Context: an optimization exercise on an open-source flow, tuned for small area and a short achievable clock period. The choices shown serve that exercise and are no tape-out recipe. No functional check of the RTL was part of any run shown here. In every run shown here, the design's own scripts or RTL, not TritonCTS, make the clock network. The clock port is modelled as an ideal driver, which makes a skipped or thinned clock tree look cheaper than it is; a real chip needs a root buffer or a tree. Power is estimated from default activity; no workload was simulated.

File: flow/flow/mycts.tcl
# Two-level (or one-level) clock tree built by hand: the clock port drives
# NROOT buffers (or NLEAF leaf buffers directly when NROOT is 0); each leaf
# buffer drives one cluster of flip-flop clock pins, clustered by k-means on
# their placed locations.
proc my_cts { nleaf nroot leafcell rootcell } {
  set db [ord::get_db]
  set block [ord::get_db_block]
  set clknet [$block findNet clk]
  set sinks {}
  foreach it [$clknet getITerms] {
    lappend sinks $it
  }
  set n [llength $sinks]
  # sink locations
  set xs {}; set ys {}
  foreach it $sinks {
    set b [[$it getInst] getBBox]
    lappend xs [expr {([$b xMin] + [$b xMax]) / 2.0}]
    lappend ys [expr {([$b yMin] + [$b yMax]) / 2.0}]
  }
  # k-means, seeded along a sorted order
  set order [lsort -indices -real $xs]
  set cx {}; set cy {}
  for {set k 0} {$k < $nleaf} {incr k} {
    set i [lindex $order [expr {int(($k + 0.5) * $n / $nleaf)}]]
    lappend cx [lindex $xs $i]; lappend cy [lindex $ys $i]
  }
  for {set iter 0} {$iter < 50} {incr iter} {
    set asg {}
    for {set i 0} {$i < $n} {incr i} {
      set best 0; set bd 1e30
      for {set k 0} {$k < $nleaf} {incr k} {
        set d [expr {abs([lindex $xs $i] - [lindex $cx $k]) + abs([lindex $ys $i] - [lindex $cy $k])}]
        if {$d < $bd} { set bd $d; set best $k }
      }
      lappend asg $best
    }
    # balance: cap cluster size
    set sx [lrepeat $nleaf 0.0]; set sy [lrepeat $nleaf 0.0]; set sc [lrepeat $nleaf 0]
    for {set i 0} {$i < $n} {incr i} {
      set k [lindex $asg $i]
      lset sx $k [expr {[lindex $sx $k] + [lindex $xs $i]}]
      lset sy $k [expr {[lindex $sy $k] + [lindex $ys $i]}]
      lset sc $k [expr {[lindex $sc $k] + 1}]
    }
    for {set k 0} {$k < $nleaf} {incr k} {
      if {[lindex $sc $k] > 0} {
        lset cx $k [expr {[lindex $sx $k] / [lindex $sc $k]}]
        lset cy $k [expr {[lindex $sy $k] / [lindex $sc $k]}]
      }
    }
  }
  set lm [$db findMaster $leafcell]
  set rm [$db findMaster $rootcell]
  # root buffers
  set drv_nets {}
  if {$nroot > 0} {
    set mx 0.0; set my 0.0
    foreach x $cx y $cy { set mx [expr {$mx + $x}]; set my [expr {$my + $y}] }
    set mx [expr {$mx / $nleaf}]; set my [expr {$my / $nleaf}]
    for {set r 0} {$r < $nroot} {incr r} {
      set inst [odb::dbInst_create $block $rm "clkroot_$r"]
      set net [odb::dbNet_create $block "clknet_root_$r"]
      $net setSigType CLOCK
      [$inst findITerm A] connect $clknet
      [$inst findITerm X] connect $net
      $inst setLocation [expr {int($mx)}] [expr {int($my)}]
      $inst setPlacementStatus PLACED
      lappend drv_nets $net
    }
  } else {
    lappend drv_nets $clknet
  }
  for {set k 0} {$k < $nleaf} {incr k} {
    set inst [odb::dbInst_create $block $lm "clkleaf_$k"]
    set net [odb::dbNet_create $block "clknet_leaf_$k"]
    $net setSigType CLOCK
    [$inst findITerm A] connect [lindex $drv_nets [expr {$k % [llength $drv_nets]}]]
    [$inst findITerm X] connect $net
    $inst setLocation [expr {int([lindex $cx $k])}] [expr {int([lindex $cy $k])}]
    $inst setPlacementStatus PLACED
    for {set i 0} {$i < $n} {incr i} {
      if {[lindex $asg $i] == $k} {
        set it [lindex $sinks $i]
        $it disconnect
        $it connect $net
      }
    }
  }
  $clknet setSigType CLOCK
}
File: flow/flow/run.sh
#!/bin/bash
# Layout: the standard flow (standard synthesis included), with
# - port buffers of the smallest plain buffer instead of the delay buffer
#   that buffer_ports picks by itself;
# - a hand-built two-level clock tree (flow/cts_hook.tcl) in place of
#   TritonCTS's three-level one.
set -euo pipefail
bash standard.sh BUFFER_PORTS_ARGS="-buffer_cell sky130_fd_sc_hd__buf_1" \
  PRE_CTS_TCL="$PWD/flow/cts_hook.tcl" finish > standard_flow.log 2>&1
File: flow/config.mk
export PLATFORM = sky130hd
export DESIGN_NAME = pte_rx
export DESIGN_NICKNAME = pte_rx
export VERILOG_FILES = /design/flow/design.v
export SDC_FILE = /design/flow/constraint.sdc
export NUM_CORES = 4
export LEC_CHECK = 0
export CAP_MARGIN = 20
export CORE_MARGIN = 2
export CORE_UTILIZATION = 70
export SETUP_SLACK_MARGIN = 3.0
export SLEW_MARGIN = 20
File: flow/standard.sh
#!/bin/bash
# synth_recipe.tcl (not shown) runs the flow's synth.tcl, then flattens the netlist and writes it again
# the make line also repeats each setting of config.mk as NAME=value (left out here)
make -C /OpenROAD-flow-scripts/flow DESIGN_CONFIG=/design/flow/config.mk WORK_HOME=/design/flow/orfs CLKGATE_MAP_FILE= SYNTH_SCRIPT=/design/flow/synth_recipe.tcl "${@:-finish}"
File: flow/design.v
module pte_crc8_rom (
    input  wire [7:0] idx,
    output wire [7:0] val
);
  assign val[0] = idx[0] ^ idx[6] ^ idx[7];
  assign val[1] = idx[0] ^ idx[1] ^ idx[6];
  assign val[2] = idx[0] ^ idx[1] ^ idx[2] ^ idx[6];
  assign val[3] = idx[1] ^ idx[2] ^ idx[3] ^ idx[7];
  assign val[4] = idx[2] ^ idx[3] ^ idx[4];
  assign val[5] = idx[3] ^ idx[4] ^ idx[5];
  assign val[6] = idx[4] ^ idx[5] ^ idx[6];
  assign val[7] = idx[5] ^ idx[6] ^ idx[7];
endmodule
module pte_rx (
    input  wire        clk,
    input  wire        rst,             
    input  wire        in_valid,
    input  wire [7:0]  in_byte,
    output reg         res_valid,
    output wire [7:0]  res_code,        
    output wire [15:0] res_data_len,    
    output wire [7:0]  res_opt_len,     
    output wire [2:0]  res_addr_ctl,    
    output wire        res_ext_hdr_valid,
    output wire [7:0]  res_ext_hdr,
    output wire [47:0] res_orig,        
    output wire        res_dest_valid,
    output wire [31:0] res_dest,        
    output wire [1:0]  res_kind,        
    output wire [31:0] res_data,        
    output wire [7:0]  res_subtel,      
    output wire [15:0] res_rssi_dbm     
);
  localparam [7:0] SYNC      = 8'h55;
  localparam [7:0] PT_RADIO  = 8'h0A;
  reg         rv;             
  reg  [7:0]  rb;             
  always @(posedge clk) begin
    rv <= in_valid && !rst;
    rb <= in_byte;
  end
  localparam [2:0] A_WAIT = 3'd0;    
  localparam [2:0] A_LH   = 3'd1;    
  localparam [2:0] A_LL   = 3'd2;    
  localparam [2:0] A_OL   = 3'd3;    
  localparam [2:0] A_PT   = 3'd4;    
  localparam [2:0] A_HC   = 3'd5;    
  localparam [2:0] A_BODY = 3'd6;    
  reg  [2:0]  ast;
  reg  [15:0] data_len;
  reg  [7:0]  opt_len;
  reg  [15:0] cnt;            
  reg         cnt_zero;       
  reg         cnt_one;        
  reg         in_opt;         
  reg  [7:0]  crc;            
  reg         hdr_bad;
  reg         pkt_bad;
  reg         dl_short;       
  reg         opt_zero;       
  reg         oversize;       
  localparam [3:0] P_HDR  = 4'd0;
  localparam [3:0] P_EXTH = 4'd1;
  localparam [3:0] P_EXTK = 4'd2;
  localparam [3:0] P_ORIG = 4'd3;
  localparam [3:0] P_DEST = 4'd4;
  localparam [3:0] P_DATA = 4'd5;
  localparam [3:0] P_DCRC = 4'd6;
  localparam [3:0] P_SUB  = 4'd7;
  localparam [3:0] P_SIG  = 4'd8;
  localparam [3:0] P_DONE = 4'd9;    
  localparam [3:0] P_E23  = 4'd10;   
  reg  [3:0]  pst;
  reg  [2:0]  fcnt;           
  reg  [2:0]  addr_ctl;
  reg         ext_flag;
  reg  [3:0]  kind_sel;
  reg         dest_valid;
  reg  [7:0]  ext_hdr;
  reg  [47:0] orig;
  reg  [31:0] dest;
  reg  [31:0] data;
  reg  [7:0]  subtel;
  reg  [7:0]  rssi_lo;        
  reg         rssi_neg;       
  reg  [7:0]  dcrc;           
  reg  [4:0]  code;           
  wire [7:0]  crc_next;
  wire [7:0]  dcrc_next;
  pte_crc8_rom u_crc  (.idx(crc  ^ rb), .val(crc_next));
  pte_crc8_rom u_dcrc (.idx(dcrc ^ rb), .val(dcrc_next));
  function automatic [15:0] dec16(input [15:0] x);
    integer i;
    begin
      for (i = 0; i < 16; i = i + 1)
        dec16[i] = ((x & ((16'd1 << i) - 16'd1)) == 16'd0) ? ~x[i] : x[i];
    end
  endfunction
  function automatic [7:0] neg8(input [7:0] x);
    integer i;
    begin
      for (i = 0; i < 8; i = i + 1)
        neg8[i] = ((x & ((8'd1 << i) - 8'd1)) != 8'd0) ? ~x[i] : x[i];
    end
  endfunction
  function automatic cout8(input [7:0] a, input [7:0] b);
    integer i;
    reg c;
    begin
      c = 1'b0;
      for (i = 0; i < 8; i = i + 1)
        c = (a[i] & b[i]) | ((a[i] | b[i]) & c);
      cout8 = c;
    end
  endfunction
  wire [7:0]  csa_x = {cnt[7:3] ^ rb[7:3], ~(cnt[2:0] ^ rb[2:0])};
  wire [7:0]  csa_y = {cnt[7:3] & rb[7:3],  (cnt[2:0] | rb[2:0])};
  wire        lo_c  = cout8(csa_x, {csa_y[6:0], 1'b0});
  wire        hi_ff = &cnt[15:8];
  wire        hi_fe = (cnt[15:8] == 8'hFE);
  wire        oversize_in = (hi_ff && (csa_y[7] || lo_c)) || (hi_fe && csa_y[7] && lo_c);
  wire        at_trail  = in_opt ? cnt_one : (cnt_zero && opt_zero);
  wire        cnt_hi0   = (cnt[15:2] == 14'd0);
  wire        in_body   = rv && (ast == A_BODY);
  wire        last_byte = in_body && at_trail;
  wire        discard   = (ast == A_WAIT) || ((ast == A_PT) && oversize);
  wire [2:0]  orig_last = (rb[7:5] == 3'b000) ? 3'd2 :
                          (rb[7:5] == 3'b011) ? 3'd5 : 3'd3;
  wire [2:0]  data_last = (kind_sel == 4'd2) ? 3'd3 : 3'd0;
  wire        fcnt_zero = (fcnt == 3'd0);
  wire        kind_bad  = (kind_sel > 4'd2);
  reg  [7:0]  code_next;
  always @(*) begin
    if (hdr_bad)                               code_next = 8'h12;
    else if (pkt_bad)                          code_next = 8'h13;
    else if (dl_short)                         code_next = 8'h20;
    else if (addr_ctl[2])                      code_next = 8'h21;
    else if ((pst == P_DONE) && kind_bad)      code_next = 8'h22;
    else if (pst == P_E23)                     code_next = 8'h23;
    else if (pst != P_DONE)                    code_next = 8'h25;
    else if (crc != rb)                        code_next = 8'h24;
    else                                       code_next = 8'h00;
  end
  assign res_code = {2'b00, code[4:3], 1'b0, code[2:0]};
  always @(posedge clk) begin
    if (rst)
      ast <= A_WAIT;
    else if (rv) begin
      case (ast)
        A_WAIT: if (rb == SYNC) ast <= A_LH;
        A_LH:   ast <= A_LL;
        A_LL:   ast <= A_OL;
        A_OL:   ast <= A_PT;
        A_PT: begin
          if (!oversize)
            ast <= A_HC;
          else if (rb == SYNC)             
            ast <= A_LH;                   
          else
            ast <= A_WAIT;
        end
        A_HC:   ast <= A_BODY;
        A_BODY: if (at_trail) ast <= A_WAIT;
        default: ast <= A_WAIT;
      endcase
    end
  end
  always @(posedge clk) begin
    if (discard)
      crc <= 8'd0;
    else if (rv)
      crc <= crc_next;
  end
  always @(posedge clk) begin
    if (rv) begin
      if (ast == A_LH) data_len[15:8] <= rb;
      if (ast == A_LL) data_len[7:0]  <= rb;
      if (ast == A_OL) opt_len        <= rb;
      if (ast == A_OL) opt_zero       <= (rb == 8'd0);
      if (ast == A_LL) dl_short       <= (cnt[15:8] == 8'd0) && (rb <= 8'd6);
      if (ast == A_OL) oversize       <= oversize_in;
      if (ast == A_PT) pkt_bad        <= (rb != PT_RADIO);
      if (ast == A_HC) hdr_bad        <= (crc != rb);
      if (last_byte)   code           <= {code_next[5:4], code_next[2:0]};
    end
  end
  always @(posedge clk) begin
    if (rv && ast == A_LH) begin
      cnt[15:8] <= rb;
    end else if (rv && ast == A_LL) begin
      cnt[7:0]  <= rb;
      cnt_zero  <= (cnt[15:8] == 8'd0) && (rb == 8'd0);
    end else if (rv && ast == A_HC) begin
      in_opt    <= 1'b0;
    end else if (in_body) begin
      if (!in_opt && cnt_zero) begin
        cnt      <= {8'd0, opt_len};
        cnt_one  <= (opt_len == 8'd1);
        in_opt   <= 1'b1;
      end else begin
        cnt      <= dec16(cnt);
        cnt_zero <= cnt_hi0 && (cnt[1:0] == 2'd1);
        cnt_one  <= cnt_hi0 && (cnt[1:0] == 2'd2);
      end
    end
  end
  always @(posedge clk) begin
    if (rst) res_valid <= 1'b0;
    else     res_valid <= last_byte;
  end
  always @(posedge clk) begin
    if (rv && ast == A_HC) begin
      pst  <= P_HDR;
    end else if (in_body) begin
      case (pst)
        P_HDR: begin
          addr_ctl     <= rb[7:5];
          ext_flag     <= rb[4];
          kind_sel     <= rb[3:0];
          dest_valid   <= (rb[7:5] == 3'b010);
          dcrc         <= 8'd0;
          fcnt         <= orig_last;
          if (rb[4])
            pst <= P_EXTH;
          else if (rb[3:0] == 4'hF)
            pst <= P_EXTK;
          else
            pst <= P_ORIG;
        end
        P_EXTH: begin
          ext_hdr <= rb;
          pst     <= (kind_sel == 4'hF) ? P_EXTK : P_ORIG;
        end
        P_EXTK: pst <= P_ORIG;
        P_ORIG: begin
          if (fcnt_zero) begin
            fcnt <= dest_valid ? 3'd3 : data_last;
            pst  <= dest_valid ? P_DEST : kind_bad ? P_DONE : P_DATA;
          end else
            fcnt <= fcnt - 3'd1;
        end
        P_DEST: begin
          dest <= {dest[23:0], rb};
          if (fcnt_zero) begin
            fcnt <= data_last;
            pst  <= kind_bad ? P_DONE : P_DATA;
          end else
            fcnt <= fcnt - 3'd1;
        end
        P_DATA: begin
          dcrc <= dcrc_next;
          if (fcnt_zero)
            pst <= P_DCRC;
          else
            fcnt <= fcnt - 3'd1;
        end
        P_DCRC: pst <= (dcrc != rb) ? P_E23 : P_SUB;
        P_SUB: begin
          subtel <= rb;
          pst    <= P_SIG;
        end
        P_SIG: begin
          rssi_lo  <= neg8(rb);
          rssi_neg <= (rb != 8'd0);
          pst      <= P_DONE;
        end
        default: ;
      endcase
    end
  end
  wire        zero_in  = (ast != A_BODY) || (pst == P_HDR);
  wire [7:0]  zb       = zero_in ? 8'd0 : rb;
  wire        pre_tel  = rv && ((ast == A_PT) || (ast == A_HC) ||
                                ((ast == A_BODY) && (pst == P_HDR)));
  always @(posedge clk) begin
    if (pre_tel || (in_body && pst == P_ORIG))
      orig <= {orig[39:0], zb};
    if (pre_tel || (in_body && pst == P_DATA))
      data <= {data[23:0], zb};
  end
  assign res_data_len      = data_len;
  assign res_opt_len       = opt_len;
  assign res_addr_ctl      = addr_ctl;
  assign res_ext_hdr_valid = ext_flag;
  assign res_ext_hdr       = ext_hdr;
  assign res_orig          = orig;
  assign res_dest_valid    = dest_valid;
  assign res_dest          = dest;
  assign res_kind          = kind_sel[1:0];
  assign res_data          = data;
  assign res_subtel        = subtel;
  assign res_rssi_dbm      = {{8{rssi_neg}}, rssi_lo};
endmodule
File: flow/constraint.sdc
create_clock -name core_clock -period 5.0 [get_ports {clk}]
set_input_delay 1.0000 -clock core_clock [delete_from_list [all_inputs] [get_ports {clk}]]
set_output_delay 1.0000 -clock core_clock [all_outputs]
set_load 0.01 [all_outputs]
File: flow/flow/cts_hook.tcl
# PRE_CTS hook: build the clock tree by hand (see mycts.tcl) with two buffer
# levels instead of TritonCTS's three, then skip TritonCTS.
source [file join [file dirname [info script]] mycts.tcl]
set nsinks [llength [[[ord::get_db_block] findNet clk] getITerms]]
set nleaf [expr {max(4, ($nsinks + 19) / 20)}]
my_cts $nleaf 4 sky130_fd_sc_hd__clkbuf_16 sky130_fd_sc_hd__clkbuf_16
rename clock_tree_synthesis {}
proc clock_tree_synthesis { args } { puts "clock tree already built by cts_hook.tcl" }
set_propagated_clock [all_clocks]
==> summary.txt, run 1 <==
Fmax 0.463 GHz; Remaining DRCs 0; post-DP HPWL 14400 um; cell area after synthesis approximately 9500 um^2; Simple-Gate Fraction of Synth Area around 10%; vias in the first global route 6246; Core Area 13200 um^2; Final ANT Viol Nets 0; Die H 120 um; drt total wl 27500 um; setup_tns 0 ps; Worst Setup EP pst[2]; Hold Crit Class reg -> reg; cell chain of the critical path buf_12 > xnor2_2 > ha_1 > nand3_1 > nor4_2 > a21oi_1 > nor4b_1 > or3_1; FF-to-FF setup slack 2840 ps; crit-path max FO 19; Arr. time, crit path between 2000 and 2500 ps; outcome finished clean; Critical Path Max Stage Delay 380 ps; grt ovf 0; initial antenna violation count 0; MaxCap Viol Count 0; Static Leak 3.92 nW; hold buffers post-CTS 0; Main synth FF type edfxtp_1; row cnt 42; synthesized flop and latch total ~240; async set-reset flop share out of synthesis 0%; Ports 195; First DRT Iteration DRCs 752; ANT cells 0; worst setup path startpoint rb[4]; drt wl/cell approximately 26 um; gate count of the mapped netlist 650; Slew Viols, Final 0; vias per std cell between 6 and 7; vias around 7000; warnings from Yosys 1; CP endpoint kind flop; die extent in x between 100 and 150 um; All-Layer GR Usage 32.9%; largest family of logic cells by synthesized area simple AND/OR/NAND/NOR gates; Worst Path Buf+Inv 1; max_slew headroom 47.9%; fin nets between 900 and 1000; port bufs 191; post-synthesis adder-cell area fraction 2.87%; fill count 549; CTS clk-pin slew, worst paths 110 ps; final worst slack 2840 ps; Layout area overhead 21.8%; Power Dens Cells 299 nW/um^2; Synth Area in XOR/XNOR roughly 5.3%; commonest non-fill, non-tap cell in the layout edfxtp_1; Worst VDD drop roughly 300 uV; Setup violations, final 0; Worst Path Required between 5000 and 6000 ps; critical path's top delay family simple AND/OR/NAND/NOR gates; r2r endpoint pst[2]; fin crit period 2160 ps; commonest cells after routing, fill and taps aside edfxtp_1, buf_1, nor2_1; worst setup slack after placement 2220 ps; Clk Latency, worst-skew pair 330 ps; Critical Path Stages 8; average cell area after synthesis roughly 15 um^2; Final Skew 44.0 ps; Unique masters post-synth 67; Final period util between 40% and 50%; RePlAce Congestion 0.912; first-pass GRT wire length 36300 um; sequential area share after synthesis slightly above 70%; Slew @ Worst Pin 780 ps; mux cell area share after synthesis less than 1%; first drt pass iteration count 5; Hold Vio Cnt, Final 0; Initial Util 71.7%; largest net degree at the start of global routing 33; compound-cell area share of the yosys netlist 6.72%; Critical Path Slowest Stage Cell nor4b_1; worst r2r src rb[4]; startpoint types flop; number of synthesized flops with an enable pin 210; Die ar. 14500 um^2; Pwr Total 3.46 mW; RSZ-0062 raised after global routing yes; r2r worst-path depth 8; layout cells sized above 1 17.1%; CP Class reg -> reg
## cell type report
class                      instances  area [um^2]  share of cell area, %
inverter                          22         97.6                  0.844
buffer                            16          400                   3.46
tap                              176          220                   1.90
sequential                       235         6860                   59.3
multi-input combinational        360         2810                   24.3
timing repair buffer             245         1180                   10.2
## kinds of logic after synthesis
| logic type | after synthesis |
|---|---|
| buffers and inverters | 61 |
| DFF | 235 |
| adders and majority gates | 22 |
| xor gates and xnor gates | 49 |
| other | 1 |
| muxes | 3 |
| AOI/OAI and AO/OA | 97 |
| and+or+nand+nor | 182 |
## how the worst min path moves through the flow
| stage | from | endpoint | depth (start not counted) | slack (ps) |
|---|---|---|---|---|
| 2_1_floorplan | crc[1] | crc[1] | 2 | 480 |
| 3_3_place_gp | orig[11] | orig[19] | 0 | 420 |
| 3_5_place_dp | dest[21] | dest[29] | 0 | 430 |
| 4_1_cts | orig[13] | orig[21] | 0 | 440 |
| 5_1_grt | orig[13] | orig[21] | 0 | 440 |
| 6_report | orig[13] | orig[21] | 0 | 440 |
## report_power, final
group | leakage (nW) | internal (mW) | total (mW) | switching, mW
clock | 0.197 | 0.574 | 1.19 | 0.611
combinational | 1.64 | 0.0669 | 0.145 | 0.0782
sequential | 2.08 | 2.11 | 2.13 | 0.0156
total | 3.92 | 2.75 | 3.46 | 0.705
## flip-flops by register name, indices dropped and copies added (netlist names), 16 cells and up
name / flops
data_len: 16
dest: 32
cnt: 16
data: 32
orig: 48
## cell usage after synthesis, types with 2 or more instances
| cell type | count | share of area (%) |
|---|---|---|
| xor3_1 | 2 | 0.50 |
| nand3b_1 | 6 | 0.47 |
| o22ai_1 | 5 | 0.33 |
| and2_1 | 4 | 0.26 |
| a31oi_1 | 2 | 0.13 |
| nand2b_1 | 9 | 0.59 |
| buf_1 | 4 | 0.16 |
| clkbuf_1 | 15 | 0.59 |
| nor2b_1 | 8 | 0.53 |
| o21ai_0 | 19 | 1.0 |
| nor2_1 | 53 | 2.1 |
| o211ai_1 | 2 | 0.16 |
| nor3b_1 | 5 | 0.40 |
| nand3_1 | 9 | 0.47 |
| edfxtp_1 | 210 | 66 |
| nand4_1 | 2 | 0.13 |
| dfxtp_1 | 25 | 5.3 |
| and3_1 | 2 | 0.13 |
| a21oi_1 | 30 | 1.6 |
| or2_2 | 5 | 0.33 |
| a21o_1 | 5 | 0.40 |
| xnor3_1 | 3 | 0.71 |
| buf_2 | 5 | 0.26 |
| xnor2_1 | 31 | 2.9 |
| mux2i_1 | 2 | 0.21 |
| nor4_1 | 7 | 0.46 |
| or3b_2 | 2 | 0.18 |
| or3_1 | 2 | 0.13 |
| a211oi_1 | 6 | 0.47 |
| o21a_1 | 2 | 0.16 |
| inv_1 | 21 | 0.83 |
| nor3_1 | 17 | 0.90 |
| o31ai_1 | 11 | 0.87 |
| nor4b_1 | 4 | 0.37 |
| xor2_1 | 13 | 1.2 |
| or4_1 | 3 | 0.24 |
| ha_1 | 21 | 2.8 |
| buf_4 | 13 | 1.0 |
| and4b_1 | 2 | 0.21 |
| nand2_1 | 36 | 1.4 |
## layer usage
| metal | vias up | track usage [%] | share of wire, % |
|---|---|---|---|
| met5 | - | 0 | 0 |
| met4 | 0 | 10.5 | 5.6 |
| met3 | 141 | 5.38 | 11 |
| met2 | 648 | 58.6 | 51 |
| met1 | 3331 | 41.5 | 33 |
| li1 | 2865 | - | - |
## timing repair
action,in CTS,in global routing
cloned,2,2
gates resized for setup,54,37
setup buffers,28,20
pin swaps,9,4
setup endpoints to repair,228,129
## metrics by stage
stage / instance area, um^2 / hold WS, ps / utilization (%) / cells
final: 11600 / 438 / 87.3 / 1054
after global routing: 11600 / 444 / 87.3 / 1054
after CTS: 11200 / 441 / 84.5 / 1032
after detailed placement: 10300 / 432 / 78.1 / 986
after global placement: 10300 / 425 / 78.1 / 986
after floorplan: 9610 / 482 / - / 652
==> run 2: changes to the inputs <==
--- a/flow/design.v
+++ b/flow/design.v
@@ -124,4 +124,5 @@
   wire        in_body   = rv && (ast == A_BODY);
   wire        last_byte = in_body && at_trail;
+  reg         trailed;        
   wire        discard   = (ast == A_WAIT) || ((ast == A_PT) && oversize);
   wire [2:0]  orig_last = (rb[7:5] == 3'b000) ? 3'd2 :
@@ -139,5 +140,4 @@
     else if (pst == P_E23)                     code_next = 8'h23;
     else if (pst != P_DONE)                    code_next = 8'h25;
-    else if (crc != rb)                        code_next = 8'h24;
     else                                       code_next = 8'h00;
   end
@@ -182,5 +182,4 @@
       if (ast == A_PT) pkt_bad        <= (rb != PT_RADIO);
       if (ast == A_HC) hdr_bad        <= (crc != rb);
-      if (last_byte)   code           <= {code_next[5:4], code_next[2:0]};
     end
   end
@@ -206,6 +205,11 @@
   end
   always @(posedge clk) begin
+    trailed <= last_byte && !rst;
+    if (last_byte)
+      code <= {code_next[5:4], code_next[2:0]};
+    else if (trailed && code == 5'd0 && crc != 8'd0)
+      code <= 5'b10_100;                  
     if (rst) res_valid <= 1'b0;
-    else     res_valid <= last_byte;
+    else     res_valid <= trailed;
   end
   always @(posedge clk) begin
==> run 2 against run 1 <==
Against the previous run:
- first-iteration DRC count is 100% higher
- combinational power is 23% higher
- final area is 3.4% higher
- total power is 2.6% higher
- clock skew is 5.6 ps lower
- setup slack worse by 280 ps
- global-route usage is 2.4 points higher
- critical endpoint is now cnt[4]
==> summary.txt, run 2 <==
Arr. time, crit path 2400 ps (was 2430 ps); Initial Util 71.9% (was 71.7%); fin nets 938 (was 912); final worst slack 2570 ps (was 2840 ps); post-DP HPWL 15100 um (was 14400 um); CP Class reg -> reg (unchanged); async set-reset flop share out of synthesis 0% (unchanged); first drt pass iteration count 7 (was 5); startpoint types flop (unchanged); ANT cells 0 (unchanged); Worst VDD drop 245 uV (was 293 uV); layout cells sized above 1 20.6% (was 17.1%); Hold Vio Cnt, Final 0 (unchanged); warnings from Yosys 1 (unchanged); CTS clk-pin slew, worst paths 110 ps (about the same); most frequent cell after synthesis edfxtp_1 (unchanged); Slew Viols, Final 0 (unchanged); Biggest register orig (unchanged); gate count of the mapped netlist 653 (was 650); Critical Path Max Stage Delay 540 ps (was 380 ps); max_slew headroom 40.1% (was 47.9%); largest net degree at the start of global routing 49 (was 33); die extent in x 121 um (was 120 um); sequential area share after synthesis 71.7% (about the same); Comb power frac 5.0% (was 4.2%); Worst Path Buf+Inv 1 (unchanged); Final period util 48.7% (was 43.2%); Psw 0.765 mW (was 0.705 mW); RSZ-0062 raised after global routing yes (unchanged); vias per std cell 7.09 (was 6.63); commonest non-fill, non-tap cell in the layout edfxtp_1 (unchanged); first-pass GRT wire length 38800 um (was 36300 um); sw frac 21.5% (was 20.4%); Die H 121 um (was 120 um); P_int 2.78 mW (was 2.75 mW); Final ANT Viol Nets 0 (unchanged); fill count 435 (was 549); setup_tns 0 ps (unchanged); final core utilization 90.3% (was 87.3%); commonest cells after routing, fill and taps aside edfxtp_1, buf_1, buf_4 (was edfxtp_1, buf_1, nor2_1); MaxCap Viol Count 0 (unchanged); number of synthesized flops with an enable pin 210 (unchanged); Ports 195 (unchanged); Flop pwr share 60.2% (was 61.5%); Clk pwr share 34.8% (was 34.3%); Die ar. 14600 um^2 (was 14500 um^2); port bufs 191 (unchanged); drt wl/cell 30.4 um (was 26.1 um); Post-Place Cells 994 (was 986); Setup violations, final 0 (unchanged); Worst Path Required 4960 ps (was 5280 ps); Power Dens Cells 297 nW/um^2 (was 299 nW/um^2); Slew @ Worst Pin 897 ps (was 780 ps); drt total wl 32800 um (was 27500 um); initial antenna violation count 0 (unchanged); cell taking the most area after synthesis edfxtp_1 (unchanged); Final Skew 38.4 ps (was 44.0 ps); fin cells 1080 (was 1054); First DRT Iteration DRCs 1521 (was 752); RePlAce Congestion 0.934 (was 0.912); top cell type's share of synthesized area 66.2% (was 66.4%); synthesized flop and latch total 236 (was 235); row cnt 42 (unchanged); grt ovf 0 (unchanged); Main synth FF type edfxtp_1 (unchanged); Hold Crit Class reg -> reg (unchanged); Post-synth top cells edfxtp_1, nor2_1, nand2_1, xnor2_1, a21oi_1 (unchanged); Layout area overhead 25.6% (was 21.8%); fin crit period 2430 ps (was 2160 ps); All-Layer GR Usage 35.3% (was 32.9%); CP endpoint kind flop (unchanged); Critical Path Slowest Stage Cell a21boi_0 (was nor4b_1); Top Registers orig (48), data (32), dest (32) (unchanged); Core Area 13200 um^2 (unchanged); largest cells by area after synthesis edfxtp_1, dfxtp_1, xnor2_1, ha_1, nor2_1 (unchanged); hold buffers post-CTS 0 (unchanged); crit-path max FO 7 (was 19); cell chain of the critical path nor2b_1 > buf_6 > a31oi_2 > a21oi_1 > a21boi_0 (was buf_12 > xnor2_2 > ha_1 > nand3_1 > nor4_2 > a21oi_1 > nor4b_1 > or3_1); outcome finished clean (unchanged); average cell area after synthesis 14.6 um^2 (about the same); max FFs per register 48 (unchanged); cell area after synthesis 9520 um^2 (was 9500 um^2); worst setup slack after placement 2300 ps (was 2220 ps); vias 7660 (was 6985); vias in the first global route 6295 (was 6246); Static Leak 4.09 nW (was 3.92 nW); Remaining DRCs 0 (unchanged); Clk Latency, worst-skew pair 330 ps (about the same); Fmax 0.411 GHz (was 0.463 GHz); Unique masters post-synth 69 (was 67); Pwr Total 3.55 mW (was 3.46 mW); critical path's top delay family compound AO/OA/AOI/OAI gates (was simple AND/OR/NAND/NOR gates)
run 2: logic make-up (layout without fill, tap and decap cells):
logic type                 count (synthesis)  in the layout  share of synthesized area (%)
DFF                                      236            236                           71.7
and+or+nand+nor                          183            183                           10.1
AOI/OAI and AO/OA                        102            105                           6.98
buffers and inverters                     59            305                           2.97
xor gates and xnor gates                  48             48                           5.16
adders and majority gates                 21             21                           2.76
muxes                                      3              3                          0.328
other                                      1              3                         0.0394
run 2: layout make-up:
class                      count  area (um^2)  share of cell area, %
buffer                        16          400                   3.35
inverter                      20          100                  0.837
multi-input combinational    363         2850                   23.8
sequential                   236         6870                   57.4
tap                          176          220                   1.84
timing repair buffer         269         1520                   12.7
run 2: final timing paths:
| kind | startpoint | endpoint | slack (ps) | cells past startpoint |
|---|---|---|---|---|
| worst min-delay path | orig[36] | orig[44] | 440 | 0 |
| worst max register to register | in_opt | cnt[4] | 2570 | 5 |
| worst min register to register | orig[36] | orig[44] | 440 | 0 |
| worst max-delay path | in_opt | cnt[4] | 2570 | 5 |
run 2: per-layer routing:
metal  vias to the layer above  share of wire, %  GRT usage (%)
li1                       2920                 -              -
met1                      3581                31           46.4
met2                       931                47           60.5
met3                       228                15           6.08
met4                         0               7.3           11.4
met5                         -                 0              0
run 2: power by group through the flow:
stage / clock, mW / sequential (mW) / combinational (mW)
2_1_floorplan: 0 / 2.18 / 0.0783
3_3_place_gp: 0 / 2.18 / 0.0990
3_5_place_dp: 0 / 2.18 / 0.102
4_1_cts: 1.16 / 2.14 / 0.127
5_1_grt: 1.26 / 2.13 / 0.182
6_report: 1.23 / 2.13 / 0.179
run 2: metrics by stage:
stage / cell area, um^2 / hold slack (ps)
global route: 12000 / 463
finish: 12000 / 442
CTS: 11300 / 442
detailed placement: 10400 / 432
global placement: 10400 / 426
floorplan: 9620 / 438
run 2: worst reg2reg max path, cell delays in order (launching register included):
cell	delay, ps
edfxtp_1	460
nor2b_1	320
buf_6	200
a31oi_2	110
a21oi_1	440
a21boi_0	540
run 2: timing repair:
| action | in CTS | in global routing |
|---|---|---|
| pin swaps | 7 | 17 |
| setup endpoints to repair | 218 | 200 |
| gates resized for setup | 59 | 88 |
| cloned | 3 | 3 |
| buffers inserted | 25 | 39 |
==> run 3: changes to the inputs <==
--- a/flow/design.v
+++ b/flow/design.v
@@ -58,5 +58,4 @@
   reg         pkt_bad;
   reg         dl_short;       
-  reg         opt_zero;       
   reg         oversize;       
   localparam [3:0] P_HDR  = 4'd0;
@@ -94,5 +93,5 @@
     begin
       for (i = 0; i < 16; i = i + 1)
-        dec16[i] = ((x & ((16'd1 << i) - 16'd1)) == 16'd0) ? ~x[i] : x[i];
+        dec16[i] = x[i] ^ ~(|(x & ((16'd1 << i) - 16'd1)));
     end
   endfunction
@@ -101,5 +100,5 @@
     begin
       for (i = 0; i < 8; i = i + 1)
-        neg8[i] = ((x & ((8'd1 << i) - 8'd1)) != 8'd0) ? ~x[i] : x[i];
+        neg8[i] = x[i] ^ (|(x & ((8'd1 << i) - 8'd1)));
     end
   endfunction
@@ -120,9 +119,9 @@
   wire        hi_fe = (cnt[15:8] == 8'hFE);
   wire        oversize_in = (hi_ff && (csa_y[7] || lo_c)) || (hi_fe && csa_y[7] && lo_c);
+  wire        opt_zero  = (opt_len == 8'd0);
   wire        at_trail  = in_opt ? cnt_one : (cnt_zero && opt_zero);
   wire        cnt_hi0   = (cnt[15:2] == 14'd0);
   wire        in_body   = rv && (ast == A_BODY);
   wire        last_byte = in_body && at_trail;
-  reg         trailed;        
   wire        discard   = (ast == A_WAIT) || ((ast == A_PT) && oversize);
   wire [2:0]  orig_last = (rb[7:5] == 3'b000) ? 3'd2 :
@@ -140,4 +139,5 @@
     else if (pst == P_E23)                     code_next = 8'h23;
     else if (pst != P_DONE)                    code_next = 8'h25;
+    else if (crc != rb)                        code_next = 8'h24;
     else                                       code_next = 8'h00;
   end
@@ -177,9 +177,9 @@
       if (ast == A_LL) data_len[7:0]  <= rb;
       if (ast == A_OL) opt_len        <= rb;
-      if (ast == A_OL) opt_zero       <= (rb == 8'd0);
-      if (ast == A_LL) dl_short       <= (cnt[15:8] == 8'd0) && (rb <= 8'd6);
       if (ast == A_OL) oversize       <= oversize_in;
       if (ast == A_PT) pkt_bad        <= (rb != PT_RADIO);
       if (ast == A_HC) hdr_bad        <= (crc != rb);
+      if (ast == A_HC) dl_short       <= (cnt[15:3] == 13'd0) && (cnt[2:0] != 3'd7);
+      if (last_byte)   code           <= {code_next[5:4], code_next[2:0]};
     end
   end
@@ -189,7 +189,7 @@
     end else if (rv && ast == A_LL) begin
       cnt[7:0]  <= rb;
-      cnt_zero  <= (cnt[15:8] == 8'd0) && (rb == 8'd0);
     end else if (rv && ast == A_HC) begin
-      in_opt    <= 1'b0;
+      cnt_zero <= (cnt == 16'd0);
+      in_opt   <= 1'b0;
     end else if (in_body) begin
       if (!in_opt && cnt_zero) begin
@@ -205,12 +205,8 @@
   end
   always @(posedge clk) begin
-    trailed <= last_byte && !rst;
-    if (last_byte)
-      code <= {code_next[5:4], code_next[2:0]};
-    else if (trailed && code == 5'd0 && crc != 8'd0)
-      code <= 5'b10_100;                  
     if (rst) res_valid <= 1'b0;
-    else     res_valid <= trailed;
+    else     res_valid <= last_byte;
   end
+  wire [7:0]  zb = (pst == P_HDR) ? 8'd0 : rb;
   always @(posedge clk) begin
     if (rv && ast == A_HC) begin
@@ -223,4 +219,6 @@
           kind_sel     <= rb[3:0];
           dest_valid   <= (rb[7:5] == 3'b010);
+          orig[47:24]  <= {3{zb}};    
+          data[31:8]   <= {3{zb}};
           dcrc         <= 8'd0;
           fcnt         <= orig_last;
@@ -238,4 +236,12 @@
         P_EXTK: pst <= P_ORIG;
         P_ORIG: begin
+          case (fcnt)
+            3'd0:    orig[7:0]   <= rb;
+            3'd1:    orig[15:8]  <= rb;
+            3'd2:    orig[23:16] <= rb;
+            3'd3:    orig[31:24] <= zb;
+            3'd4:    orig[39:32] <= zb;
+            default: orig[47:40] <= zb;
+          endcase
           if (fcnt_zero) begin
             fcnt <= dest_valid ? 3'd3 : data_last;
@@ -245,5 +251,10 @@
         end
         P_DEST: begin
-          dest <= {dest[23:0], rb};
+          case (fcnt[1:0])
+            2'd0:    dest[7:0]   <= rb;
+            2'd1:    dest[15:8]  <= rb;
+            2'd2:    dest[23:16] <= rb;
+            default: dest[31:24] <= rb;
+          endcase
           if (fcnt_zero) begin
             fcnt <= data_last;
@@ -253,4 +264,10 @@
         end
         P_DATA: begin
+          case (fcnt[1:0])
+            2'd0:    data[7:0]   <= rb;
+            2'd1:    data[15:8]  <= zb;
+            2'd2:    data[23:16] <= zb;
+            default: data[31:24] <= zb;
+          endcase
           dcrc <= dcrc_next;
           if (fcnt_zero)
@@ -273,14 +290,4 @@
     end
   end
-  wire        zero_in  = (ast != A_BODY) || (pst == P_HDR);
-  wire [7:0]  zb       = zero_in ? 8'd0 : rb;
-  wire        pre_tel  = rv && ((ast == A_PT) || (ast == A_HC) ||
-                                ((ast == A_BODY) && (pst == P_HDR)));
-  always @(posedge clk) begin
-    if (pre_tel || (in_body && pst == P_ORIG))
-      orig <= {orig[39:0], zb};
-    if (pre_tel || (in_body && pst == P_DATA))
-      data <= {data[23:0], zb};
-  end
   assign res_data_len      = data_len;
   assign res_opt_len       = opt_len;
--- a/flow/flow/mycts.tcl
+++ b/flow/flow/mycts.tcl
@@ -53,10 +53,35 @@
   set lm [$db findMaster $leafcell]
   set rm [$db findMaster $rootcell]
-  # root buffers
+  # root buffers: the leaf buffers are grouped by k-means on their places,
+  # and each group's root buffer goes to the group's centre
   set drv_nets {}
+  set leafroot {}
   if {$nroot > 0} {
-    set mx 0.0; set my 0.0
-    foreach x $cx y $cy { set mx [expr {$mx + $x}]; set my [expr {$my + $y}] }
-    set mx [expr {$mx / $nleaf}]; set my [expr {$my / $nleaf}]
+    set rx {}; set ry {}
+    for {set r 0} {$r < $nroot} {incr r} {
+      set k [expr {int(($r + 0.5) * $nleaf / $nroot)}]
+      lappend rx [lindex $cx $k]; lappend ry [lindex $cy $k]
+    }
+    for {set iter 0} {$iter < 30} {incr iter} {
+      set leafroot {}
+      set sx [lrepeat $nroot 0.0]; set sy [lrepeat $nroot 0.0]; set sc [lrepeat $nroot 0]
+      for {set k 0} {$k < $nleaf} {incr k} {
+        set best 0; set bd 1e30
+        for {set r 0} {$r < $nroot} {incr r} {
+          set d [expr {abs([lindex $cx $k] - [lindex $rx $r]) + abs([lindex $cy $k] - [lindex $ry $r])}]
+          if {$d < $bd} { set bd $d; set best $r }
+        }
+        lappend leafroot $best
+        lset sx $best [expr {[lindex $sx $best] + [lindex $cx $k]}]
+        lset sy $best [expr {[lindex $sy $best] + [lindex $cy $k]}]
+        lset sc $best [expr {[lindex $sc $best] + 1}]
+      }
+      for {set r 0} {$r < $nroot} {incr r} {
+        if {[lindex $sc $r] > 0} {
+          lset rx $r [expr {[lindex $sx $r] / [lindex $sc $r]}]
+          lset ry $r [expr {[lindex $sy $r] / [lindex $sc $r]}]
+        }
+      }
+    }
     for {set r 0} {$r < $nroot} {incr r} {
       set inst [odb::dbInst_create $block $rm "clkroot_$r"]
@@ -65,9 +90,10 @@
       [$inst findITerm A] connect $clknet
       [$inst findITerm X] connect $net
-      $inst setLocation [expr {int($mx)}] [expr {int($my)}]
+      $inst setLocation [expr {int([lindex $rx $r])}] [expr {int([lindex $ry $r])}]
       $inst setPlacementStatus PLACED
       lappend drv_nets $net
     }
   } else {
+    for {set k 0} {$k < $nleaf} {incr k} { lappend leafroot 0 }
     lappend drv_nets $clknet
   }
@@ -76,5 +102,5 @@
     set net [odb::dbNet_create $block "clknet_leaf_$k"]
     $net setSigType CLOCK
-    [$inst findITerm A] connect [lindex $drv_nets [expr {$k % [llength $drv_nets]}]]
+    [$inst findITerm A] connect [lindex $drv_nets [lindex $leafroot $k]]
     [$inst findITerm X] connect $net
     $inst setLocation [expr {int([lindex $cx $k])}] [expr {int([lindex $cy $k])}]
--- a/flow/config.mk
+++ b/flow/config.mk
@@ -8,5 +8,5 @@
 export CAP_MARGIN = 20
 export CORE_MARGIN = 2
-export CORE_UTILIZATION = 70
+export CORE_UTILIZATION = 60
 export SETUP_SLACK_MARGIN = 3.0
 export SLEW_MARGIN = 20
==> run 3 against run 2 <==
Against the previous run:
- fmax increased by 20%
- clock power decreased by 9.8%
- utilization decreased by 17 points
- sequential share of layout area increased by 1.1 points
- critical path type unchanged
- largest power group unchanged
==> summary.txt, run 3 <==
warnings from Yosys 1 (unchanged); Final ANT Viol Nets 0 (unchanged); Die ar. 17200 um^2 (was 14600 um^2); commonest non-fill, non-tap cell in the layout edfxtp_1 (unchanged); All-Layer GR Usage 25.1% (was 35.3%); Biggest register orig (unchanged); max FFs per register 48 (unchanged); Worst VDD drop 224 uV (was 245 uV); post-DP HPWL 15100 um (about the same); worst setup slack after placement 2300 ps (about the same); first drt pass iteration count 5 (was 7); Final Skew 48.4 ps (was 38.4 ps); average cell area after synthesis 14.5 um^2 (was 14.6 um^2); CP Class reg -> reg (unchanged); Worst Path Buf+Inv 1 (unchanged); Critical Path Max Stage Delay 430 ps (was 540 ps); most frequent cell after synthesis edfxtp_1 (unchanged); Setup violations, final 0 (unchanged); number of synthesized flops with an enable pin 209 (was 210); fin crit period 2040 ps (was 2430 ps); critical path's top delay family simple AND/OR/NAND/NOR gates (was compound AO/OA/AOI/OAI gates); Post-Place Cells 1053 (was 994); Remaining DRCs 0 (unchanged); cell chain of the critical path inv_2 > ha_4 > nor3b_4 > nand3b_1 > nor2_2 > ha_1 > or3_1 > o21ai_1 (was nor2b_1 > buf_6 > a31oi_2 > a21oi_1 > a21boi_0); Static Leak 3.91 nW (was 4.09 nW); die extent in x 131 um (was 121 um); Final period util 40.7% (was 48.7%); vias 6281 (was 7660); CP endpoint kind flop (unchanged); Critical Path Slowest Stage Cell edfxtp_1 (was a21boi_0); vias in the first global route 6019 (was 6295); RSZ-0062 raised after global routing yes (unchanged); Ports 195 (unchanged); FF-to-FF setup slack 2960 ps (was 2570 ps); drt total wl 22500 um (was 32800 um); Worst Path Required 5140 ps (was 4960 ps); Die H 131 um (was 121 um); Slew Viols, Final 0 (unchanged); Hold WS 530 ps (was 442 ps); commonest cells after routing, fill and taps aside edfxtp_1, buf_1, nor2_1 (was edfxtp_1, buf_1, buf_4); P_int 2.76 mW (was 2.78 mW); Top Registers orig (48), data (32), dest (32) (unchanged); top cell type's share of synthesized area 64.5% (was 66.2%); Comb power frac 4.4% (was 5.0%); cell area after synthesis 9730 um^2 (was 9520 um^2); Core Area 15900 um^2 (was 13200 um^2); gate count of the mapped netlist 669 (was 653); port bufs 191 (unchanged); Clk Latency, worst-skew pair 320 ps (was 330 ps); Hold Crit Class reg -> reg (unchanged); M2 GR Usage 44.8% (was 60.5%); row cnt 46 (was 42); Flop pwr share 63.0% (was 60.2%); M1 GR Usage 33.6% (was 46.4%); Psw 0.637 mW (was 0.765 mW); met3 GRT Util 2.85% (was 6.08%); fin cells 1107 (was 1080); ANT cells 0 (unchanged); Arr. time, crit path 2180 ps (was 2400 ps); startpoint types flop (unchanged); First DRT Iteration DRCs 384 (was 1521); Post-synth top cells edfxtp_1, nor2_1, xnor2_1, nand2_1, ha_1 (was edfxtp_1, nor2_1, nand2_1, xnor2_1, a21oi_1); RePlAce Congestion 0.867 (was 0.934); initial antenna violation count 0 (unchanged); CTS clk-pin slew, worst paths 90 ps (was 110 ps); synthesized flop and latch total 234 (was 236); Hold Vio Cnt, Final 0 (unchanged); cell taking the most area after synthesis edfxtp_1 (unchanged); largest cells by area after synthesis edfxtp_1, dfxtp_1, ha_1, xnor2_1, nor2_1 (was edfxtp_1, dfxtp_1, xnor2_1, ha_1, nor2_1); MaxCap Viol Count 0 (unchanged); outcome finished clean (unchanged); first-pass GRT wire length 34200 um (was 38800 um); global route hottest layer met2 (unchanged); Initial Util 61.2% (was 71.9%); Clk pwr share 32.6% (was 34.8%); fill count 1074 (was 435); layout cells sized above 1 16.4% (was 20.6%); largest net degree at the start of global routing 29 (was 49); Unique masters post-synth 74 (was 69); Fmax 0.491 GHz (was 0.411 GHz); vias per std cell 5.67 (was 7.09); setup_tns 0 ps (unchanged); grt ovf 0 (unchanged); Layout area overhead 19.7% (was 25.6%); sw frac 18.7% (was 21.5%); final worst slack 2960 ps (was 2570 ps); Power Dens Cells 292 nW/um^2 (was 297 nW/um^2); crit-path max FO 2 (was 7); Slew @ Worst Pin 734 ps (was 897 ps); Main synth FF type edfxtp_1 (unchanged); drt wl/cell 20.3 um (was 30.4 um); async set-reset flop share out of synthesis 0% (unchanged); fin nets 935 (was 938); max_slew headroom 50.9% (was 40.1%); sequential area share after synthesis 69.7% (was 71.7%)
==> run 3: changes by cell type after synthesis, moves of 5 or more <==
cell      previous run  this run
xnor2_1             31        38
clkbuf_1            19         8
nor3_1              15         9
buf_2                3         8
nor2_1              49        64
a31oi_1              1         6
and3_1               2         8
nand2_1             44        35
inv_2                0         5
o21ai_1              0        12
o21ai_0             22        12
o31ai_1             10         2
ha_1                21        31
==> run 3: worst paths after layout <==
check        startpoint   endpoint  cells past startpoint
max              cnt[0]     cnt[8]                      8
min               rb[2]  subtel[2]                      0
max reg2reg      cnt[0]     cnt[8]                      8
min reg2reg       rb[2]  subtel[2]                      0
==> run 3: repair_timing <==
item | in CTS | in global routing
pin swaps | 7 | 7
gates cloned | 1 | 0
resized for setup | 56 | 32
endpoints found under the setup margin | 263 | 129
buffers inserted | 25 | 12
endpoints found under the hold margin | 0 | 0
hold buffers | 0 | 0
==> run 3: cell type report <==
class / instances / area (um^2) / area share [%]
well taps: 216 / 270 / 2.32
repair buffers: 237 / 1130 / 9.67
plain buffers: 16 / 400 / 3.44
flip-flops and latches: 234 / 6810 / 58.5
multi-input cells: 380 / 2920 / 25.1
inverters: 24 / 109 / 0.935
==> run 3: cell families after synthesis <==
| kind of cell | count (synthesis) | synth area share [%] |
|---|---|---|
| XOR/XNOR | 56 | 6.01 |
| adder cells (fa/ha/maj) | 34 | 4.31 |
| flip-flops | 234 | 69.7 |
| other | 1 | 0.0385 |
| buffers and inverters | 57 | 2.93 |
| AO/OA/AOI/OAI | 95 | 6.33 |
| AND/OR/NAND/NOR | 189 | 10.4 |
| multiplexers | 3 | 0.322 |
==> run 3: metal layers <==
layer / part of all wire (%) / vias up
met1: 40 / 3113
li1: - / 2875
met4: 2.2 / 0
met3: 6.0 / 35
met5: 0 / -
met2: 51 / 258
==> run 3: per-stage QoR <==
stage	total power [mW]	instance area [um^2]	utilization [%]
2_1_floorplan	2.27	9740	-
3_3_place_gp	2.31	10600	66.8
3_5_place_dp	2.31	10600	66.8
4_1_cts	3.40	11400	71.8
5_1_grt	3.49	11600	73.3
6_report	3.40	11600	73.3
==> run 3: power by group through the flow <==
stage	Sequential, mW	Clock, mW	Combinational (mW)
after floorplan	2.18	0	0.0904
after global placement	2.19	0	0.117
after detailed placement	2.19	0	0.119
after CTS	2.14	1.12	0.137
after global routing	2.14	1.18	0.164
final	2.14	1.11	0.151
==> run 4: changes to the inputs <==
--- a/flow/config.mk
+++ b/flow/config.mk
@@ -9,4 +9,4 @@
 export CORE_MARGIN = 2
 export CORE_UTILIZATION = 60
-export SETUP_SLACK_MARGIN = 3.0
+export SETUP_SLACK_MARGIN = 3.1
 export SLEW_MARGIN = 20
==> run 4 against run 3 <==
Against the previous run:
- final cell count grew 2.5%
- hold slack gained 20 ps
- sequential share of layout area shrank 2.1 points
- via count grew 2.5%
- largest cell class unchanged
- largest power group unchanged
- highest routed layer unchanged
==> summary.txt, run 4 <==
outcome finished clean (unchanged); commonest cells after routing, fill and taps aside edfxtp_1, buf_1, buf_4 (was edfxtp_1, buf_1, nor2_1); startpoint types flop (unchanged); fill count 1025 (was 1074); port bufs 191 (unchanged); sw frac 19.0% (was 18.7%); FF-to-FF setup slack 3000 ps (was 2960 ps); Hold EP crc[0] (was subtel[2]); first drt pass iteration count 5 (unchanged); Die H 131 um (unchanged); Hold Crit Class reg -> reg (unchanged); Flop pwr share 62.3% (was 63.0%); CP Class reg -> reg (unchanged); drt total wl 23200 um (was 22500 um); Biggest register orig (unchanged); Hold Vio Cnt, Final 0 (unchanged); MaxCap Viol Count 0 (unchanged); Power Dens Cells 284 nW/um^2 (was 292 nW/um^2); Setup violations, final 0 (unchanged); vias in the first global route 6136 (was 6019); P_int 2.77 mW (was 2.76 mW); Worst VDD drop 230 uV (was 224 uV); Core Area 15900 um^2 (unchanged); max FFs per register 48 (unchanged); Final ANT Viol Nets 0 (unchanged); most frequent cell after synthesis edfxtp_1 (unchanged); Clk Latency, worst-skew pair 310 ps (was 320 ps); row cnt 46 (unchanged); fin nets 963 (was 935); Slew @ Worst Pin 594 ps (was 734 ps); First DRT Iteration DRCs 461 (was 384); drt wl/cell 20.5 um (was 20.3 um); ANT cells 0 (unchanged); area of the multi-input gates 3060 um^2 (was 2920 um^2); Clk pwr share 32.5% (was 32.6%); Post-DP Area 10600 um^2 (about the same); max_slew headroom 60.2% (was 50.9%); cell area after synthesis 9730 um^2 (unchanged); commonest non-fill, non-tap cell in the layout edfxtp_1 (unchanged); Comb power frac 5.2% (was 4.4%); Design Area, Final 12100 um^2 (was 11600 um^2); final worst slack 3000 ps (was 2960 ps); vias per std cell 5.67 (about the same); first-pass GRT wire length 34700 um (was 34200 um); initial antenna violation count 0 (unchanged); crit-path max FO 4 (was 2); synthesized flop and latch total 234 (unchanged); Hold WS 550 ps (was 530 ps); All-Layer GR Usage 25.5% (was 25.1%); Ports 195 (unchanged); DR WL met2 11700 um (was 11600 um); Main synth FF type edfxtp_1 (unchanged); largest cells by area after synthesis edfxtp_1, dfxtp_1, ha_1, xnor2_1, nor2_1 (unchanged); largest net degree at the start of global routing 28 (was 29); post-DP HPWL 14100 um (was 15100 um); setup_tns 0 ps (unchanged); Remaining DRCs 0 (unchanged); min-delay src crc[0] (was rb[2]); hold buffers post-CTS 0 (unchanged); Reg area 6800 um^2 (was 6810 um^2); met3 routed WL 1490 um (was 1360 um); RePlAce Congestion 0.876 (was 0.867); gate count of the mapped netlist 669 (unchanged); Layout area overhead 24.0% (was 19.7%); Unique masters post-synth 74 (unchanged); sequential area share after synthesis 69.7% (unchanged); Final Skew 37.7 ps (was 48.4 ps); Initial Util 61.2% (unchanged); Slew Viols, Final 0 (unchanged); Static Leak 4.15 nW (was 3.91 nW); r2r worst-path depth 5 (was 8); Fmax 0.501 GHz (was 0.491 GHz); Psw 0.652 mW (was 0.637 mW); CTS clk-pin slew, worst paths 100 ps (was 90 ps); grt ovf 0 (unchanged); r2r endpoint oversize (was cnt[8]); fin crit period 2000 ps (was 2040 ps); Post-synth top cells edfxtp_1, nor2_1, xnor2_1, nand2_1, ha_1 (unchanged); CP endpoint kind flop (unchanged); RSZ-0062 raised after global routing yes (unchanged); top cell type's share of synthesized area 64.5% (unchanged); Top Registers orig (48), data (32), dest (32) (unchanged); number of synthesized flops with an enable pin 209 (unchanged); die extent in x 131 um (unchanged); average cell area after synthesis 14.5 um^2 (unchanged); layout cells sized above 1 21.1% (was 16.4%); vias 6436 (was 6281); async set-reset flop share out of synthesis 0% (unchanged); met1 WL 9470 um (was 9110 um); Arr. time, crit path 2020 ps (was 2180 ps); worst setup slack after placement 2320 ps (was 2300 ps); Worst Path Required 5020 ps (was 5140 ps); Pwr Total 3.43 mW (was 3.40 mW); worst r2r src cnt[5] (was cnt[0]); warnings from Yosys 1 (unchanged); Die ar. 17200 um^2 (unchanged); Top Metal Used met4 (unchanged); Final period util 39.9% (was 40.7%); hold depth 2 (was 0); cell taking the most area after synthesis edfxtp_1 (unchanged)
==> run 4: kinds of logic (layout without fill, tap and decap cells) <==
family / after synthesis / count (layout) / share of synthesized area (%)
DFF: 234 / 234 / 69.7
and+or+nand+nor: 189 / 189 / 10.4
AOI/OAI and AO/OA: 95 / 95 / 6.33
buffers and inverters: 57 / 305 / 2.93
xor gates and xnor gates: 56 / 56 / 6.01
adders and majority gates: 34 / 34 / 4.31
muxes: 3 / 3 / 0.322
other: 1 / 3 / 0.0385
==> run 4: critical path, stage by stage, from the launching register on <==
cell and delay, ps:
edfxtp_1 540, ha_4 280, maj3_2 310, maj3_2 330, o21ai_1 160, a31oi_1 110
==> run 4: power groups by stage <==
stage	clock network, mW	logic, mW	registers, mW
final	1.11	0.178	2.13
after CTS	1.12	0.164	2.13
after detailed placement	0	0.130	2.18
after global placement	0	0.128	2.18
after global routing	1.19	0.191	2.13
after floorplan	0	0.0909	2.18
==> run 4: worst max-delay path by stage <==
stage,to,from
2_1_floorplan,ext_hdr[0],ast[0]
3_3_place_gp,orig[40],pst[0]
3_5_place_dp,orig[43],pst[0]
4_1_cts,res_rssi_dbm[13],rssi_neg
5_1_grt,cnt[7],cnt[0]
6_report,oversize,cnt[5]
==> run 4: stage by stage <==
| step | util (%) | std cells |
|---|---|---|
| after detailed placement | 66.9 | 1054 |
| after CTS | 73.6 | 1115 |
| final | 75.9 | 1135 |
| after global placement | 66.9 | 1054 |
| after floorplan | - | 671 |
| after global routing | 75.9 | 1135 |
==> run 4: metal layers <==
| metal | track usage, % | vias up |
|---|---|---|
| li1 | - | 2933 |
| met1 | 34.8 | 3163 |
| met2 | 44.1 | 289 |
| met3 | 3.05 | 51 |
| met4 | 6.52 | 0 |
| met5 | 0 | - |
==> run 4: area by class of cell <==
cell class                      count  area share (%)
Sequential cell                   234            56.4
Multi-Input combinational cell    380            25.4
Timing Repair Buffer              265            11.7
Buffer                             16            3.32
Tap cell                          216            2.24
Inverter                           24           0.902
==> run 4: repair_timing <==
| item | in CTS | in global routing |
|---|---|---|
| resized for setup | 65 | 48 |
| hold endpoints to repair | 0 | 0 |
| buffers inserted | 43 | 19 |
| cloned | 2 | 1 |
| setup endpoints to repair | 278 | 150 |
| pin swaps | 13 | 8 |
==> run 5: changes to the inputs <==
--- a/flow/config.mk
+++ b/flow/config.mk
@@ -8,5 +8,5 @@
 export CAP_MARGIN = 20
 export CORE_MARGIN = 2
-export CORE_UTILIZATION = 60
-export SETUP_SLACK_MARGIN = 3.1
+export CORE_UTILIZATION = 70
+export SETUP_SLACK_MARGIN = 3.0
 export SLEW_MARGIN = 20
==> run 5 against run 4 <==
Against the previous run:
- synthesized area unchanged
- wire length increased by 20%
- total power increased by 1.1%
- critical endpoint is now data[19]
- largest power group unchanged
- highest routed layer unchanged
==> summary.txt, run 5 <==
fill count 628 (was 1025); min-delay src crc[1] (was crc[0]); post-DP HPWL 16100 um (was 14100 um); drt wl/cell 25.6 um (was 20.5 um); Hold EP crc[1] (was crc[0]); FF-to-FF setup slack 2970 ps (was 3000 ps); Die ar. 14900 um^2 (was 17200 um^2); MaxCap Viol Count 0 (unchanged); row cnt 43 (was 46); vias per std cell 6.48 (was 5.67); fin nets 948 (was 963); drt total wl 27800 um (was 23200 um); Hold Vio Cnt, Final 0 (unchanged); fin cells 1084 (was 1135); Setup violations, final 0 (unchanged); Remaining DRCs 0 (unchanged); largest net degree at the start of global routing 27 (was 28); Core Area 13700 um^2 (was 15900 um^2); CP Class reg -> reg (unchanged); warnings from Yosys 1 (unchanged); Layout area overhead 21.0% (was 24.0%); average cell area after synthesis 14.5 um^2 (unchanged); setup_tns 0 ps (unchanged); Initial Util 70.9% (was 61.2%); Fmax 0.492 GHz (was 0.501 GHz); async set-reset flop share out of synthesis 0% (unchanged); Post-Place Cells 1018 (was 1054); max FFs per register 48 (unchanged); largest cells by area after synthesis edfxtp_1, dfxtp_1, ha_1, xnor2_1, nor2_1 (unchanged); commonest non-fill, non-tap cell in the layout edfxtp_1 (unchanged); first drt pass iteration count 6 (was 5); outcome finished clean (unchanged); grt ovf 0 (unchanged); Final ANT Viol Nets 0 (unchanged); max_slew headroom 53.0% (was 60.2%); startpoint types flop (unchanged); gate count of the mapped netlist 669 (unchanged); worst setup slack after placement 2210 ps (was 2320 ps); Slew @ Worst Pin 703 ps (was 594 ps); Main synth FF type edfxtp_1 (unchanged); RePlAce Congestion 0.869 (was 0.876); hold depth 2 (unchanged); die extent in x 122 um (was 131 um); Die H 122 um (was 131 um); first-pass GRT wire length 39600 um (was 34700 um); cell taking the most area after synthesis edfxtp_1 (unchanged); CP endpoint kind flop (unchanged); Post-synth top cells edfxtp_1, nor2_1, xnor2_1, nand2_1, ha_1 (unchanged); final worst slack 2970 ps (was 3000 ps); Worst VDD drop 248 uV (was 230 uV); commonest cells after routing, fill and taps aside edfxtp_1, buf_1, nor2_1 (was edfxtp_1, buf_1, buf_4); Top Registers orig (48), data (32), dest (32) (unchanged); CTS clk-pin slew, worst paths 70 ps (was 100 ps); Final period util 40.6% (was 39.9%); Hold Crit Class reg -> reg (unchanged); synthesized flop and latch total 234 (unchanged); crit-path max FO 16 (was 4); Slew Viols, Final 0 (unchanged); ANT cells 0 (unchanged); vias in the first global route 6354 (was 6136); Worst Path Required 4950 ps (was 5020 ps); Final Skew 47.9 ps (was 37.7 ps); top cell type's share of synthesized area 64.5% (unchanged); fin crit period 2030 ps (was 2000 ps); Biggest register orig (unchanged); most frequent cell after synthesis edfxtp_1 (unchanged); sequential area share after synthesis 69.7% (unchanged); number of synthesized flops with an enable pin 209 (unchanged); layout cells sized above 1 19.1% (was 21.1%); First DRT Iteration DRCs 749 (was 461); Static Leak 4.03 nW (was 4.15 nW); initial antenna violation count 0 (unchanged); Arr. time, crit path 1980 ps (was 2020 ps); port bufs 191 (unchanged); vias 7019 (was 6436); Power Dens Cells 294 nW/um^2 (was 284 nW/um^2); Ports 195 (unchanged); worst r2r src pst[3] (was cnt[5]); Unique masters post-synth 74 (unchanged); Hold WS 531 ps (was 550 ps); r2r worst-path depth 4 (was 5); RSZ-0062 raised after global routing yes (unchanged); r2r endpoint data[19] (was oversize); cell area after synthesis 9730 um^2 (unchanged); All-Layer GR Usage 36.0% (was 25.5%); Clk Latency, worst-skew pair 320 ps (was 310 ps)
-- run 5: per-layer routing --
| layer | share of wire [%] | routed length, um | global-route usage, % |
|---|---|---|---|
| met5 | 0 | 0 | 0 |
| met4 | 4.9 | 1370 | 9.91 |
| met3 | 11 | 3190 | 3.93 |
| met2 | 50 | 14000 | 63.7 |
| met1 | 33 | 9270 | 47.9 |
-- run 5: logic make-up (layout without fill, tap and decap cells) --
kind of cell / after synthesis / in the layout / synth area share, %
muxes: 3 / 3 / 0.322
DFF: 234 / 234 / 69.7
adders and majority gates: 34 / 34 / 4.31
xor gates and xnor gates: 56 / 56 / 6.01
and+or+nand+nor: 189 / 189 / 10.4
other: 1 / 3 / 0.0385
buffers and inverters: 57 / 290 / 2.93
AOI/OAI and AO/OA: 95 / 95 / 6.33
-- run 5: worst max-delay path by stage --
stage                     cells after the start    from  slack [ps]        to
after floorplan                               6  cnt[4]        3010  oversize
after global placement                        4  pst[0]        2430  orig[43]
after detailed placement                      4  pst[0]        2210  orig[45]
after CTS                                     5  pst[0]        2960  orig[14]
after global routing                          8  cnt[0]        2940   cnt[15]
final                                         4  pst[3]        2970  data[19]
-- run 5: repair_timing --
action / CTS / global route
gates resized for setup: 66 / 39
hold buffers: 0 / 0
setup endpoints to repair: 276 / 153
endpoints found under the hold margin: 0 / 0
pin swaps: 7 / 5
setup buffers: 33 / 15
gates cloned: 1 / 1
-- run 5: critical path, stage by stage, from the launching register on --
cell	delay, ps
dfxtp_2	440
nand2b_2	300
nor2_1	410
a21oi_1	240
nor2_4	310
-- run 5: layout make-up --
cell class	instances	area, um^2	share of cell area, %
Tap cell	180	225	1.91
Sequential cell	234	6810	57.9
Inverter	24	109	0.925
Buffer	16	400	3.40
Multi-Input combinational cell	380	2970	25.2
Timing Repair Buffer	250	1250	10.7
-- run 5: stage by stage --
stage          util, %  total power [mW]  area [um^2]
2_1_floorplan        -              2.27         9740
5_1_grt           85.8              3.53        11800
6_report          85.8              3.46        11800
4_1_cts           83.6              3.41        11500
3_5_place_dp      77.0              2.31        10600
3_3_place_gp      77.0              2.31        10600
-- run 5: power by group --
part	switching [mW]	internal (mW)	total, mW
registers	0.0143	2.12	2.14
logic	0.104	0.0766	0.180
clock network	0.574	0.573	1.15

[afterwards: timing with drivers on the ports]
Ports are ideal in the flow. The routed layouts listed here were re-timed in OpenROAD. Step 1 sets driving cells, clkbuf_16 on the clock port and buf_2 on the other inputs (assumed; they add their load-dependent delay and slew). Step 2 moves the port delays by t, midway between the first and last clock arrival at a register: inputs arrive t later, outputs are due t later. That takes back most of the time a late clock gives input paths. Slacks: ideal / step 1 / step 2; pairs: ideal / step 1.
| run | t, ns | setup slack, ns | slew at the worst register clock pin (ns) | worst slew at a driven data input, ns |
|---|---|---|---|---|
| run 1 | 0.380 | 2.842 / 2.842 / 2.842 | 0.11 / 0.11 | 0.03 |
| run 2 | 0.389 | 2.566 / 2.566 / 2.566 | 0.11 / 0.11 | 0.06 |
| run 3 | 0.387 | 2.964 / 2.930 / 2.964 | 0.10 / 0.10 | 0.04 |
| run 4 | 0.395 | 3.004 / 2.924 / 3.004 | 0.10 / 0.10 | 0.03 |
| run 5 | 0.389 | 2.968 / 2.927 / 2.968 | 0.09 / 0.09 | 0.06 |
After both steps every run listed still meets setup and hold.
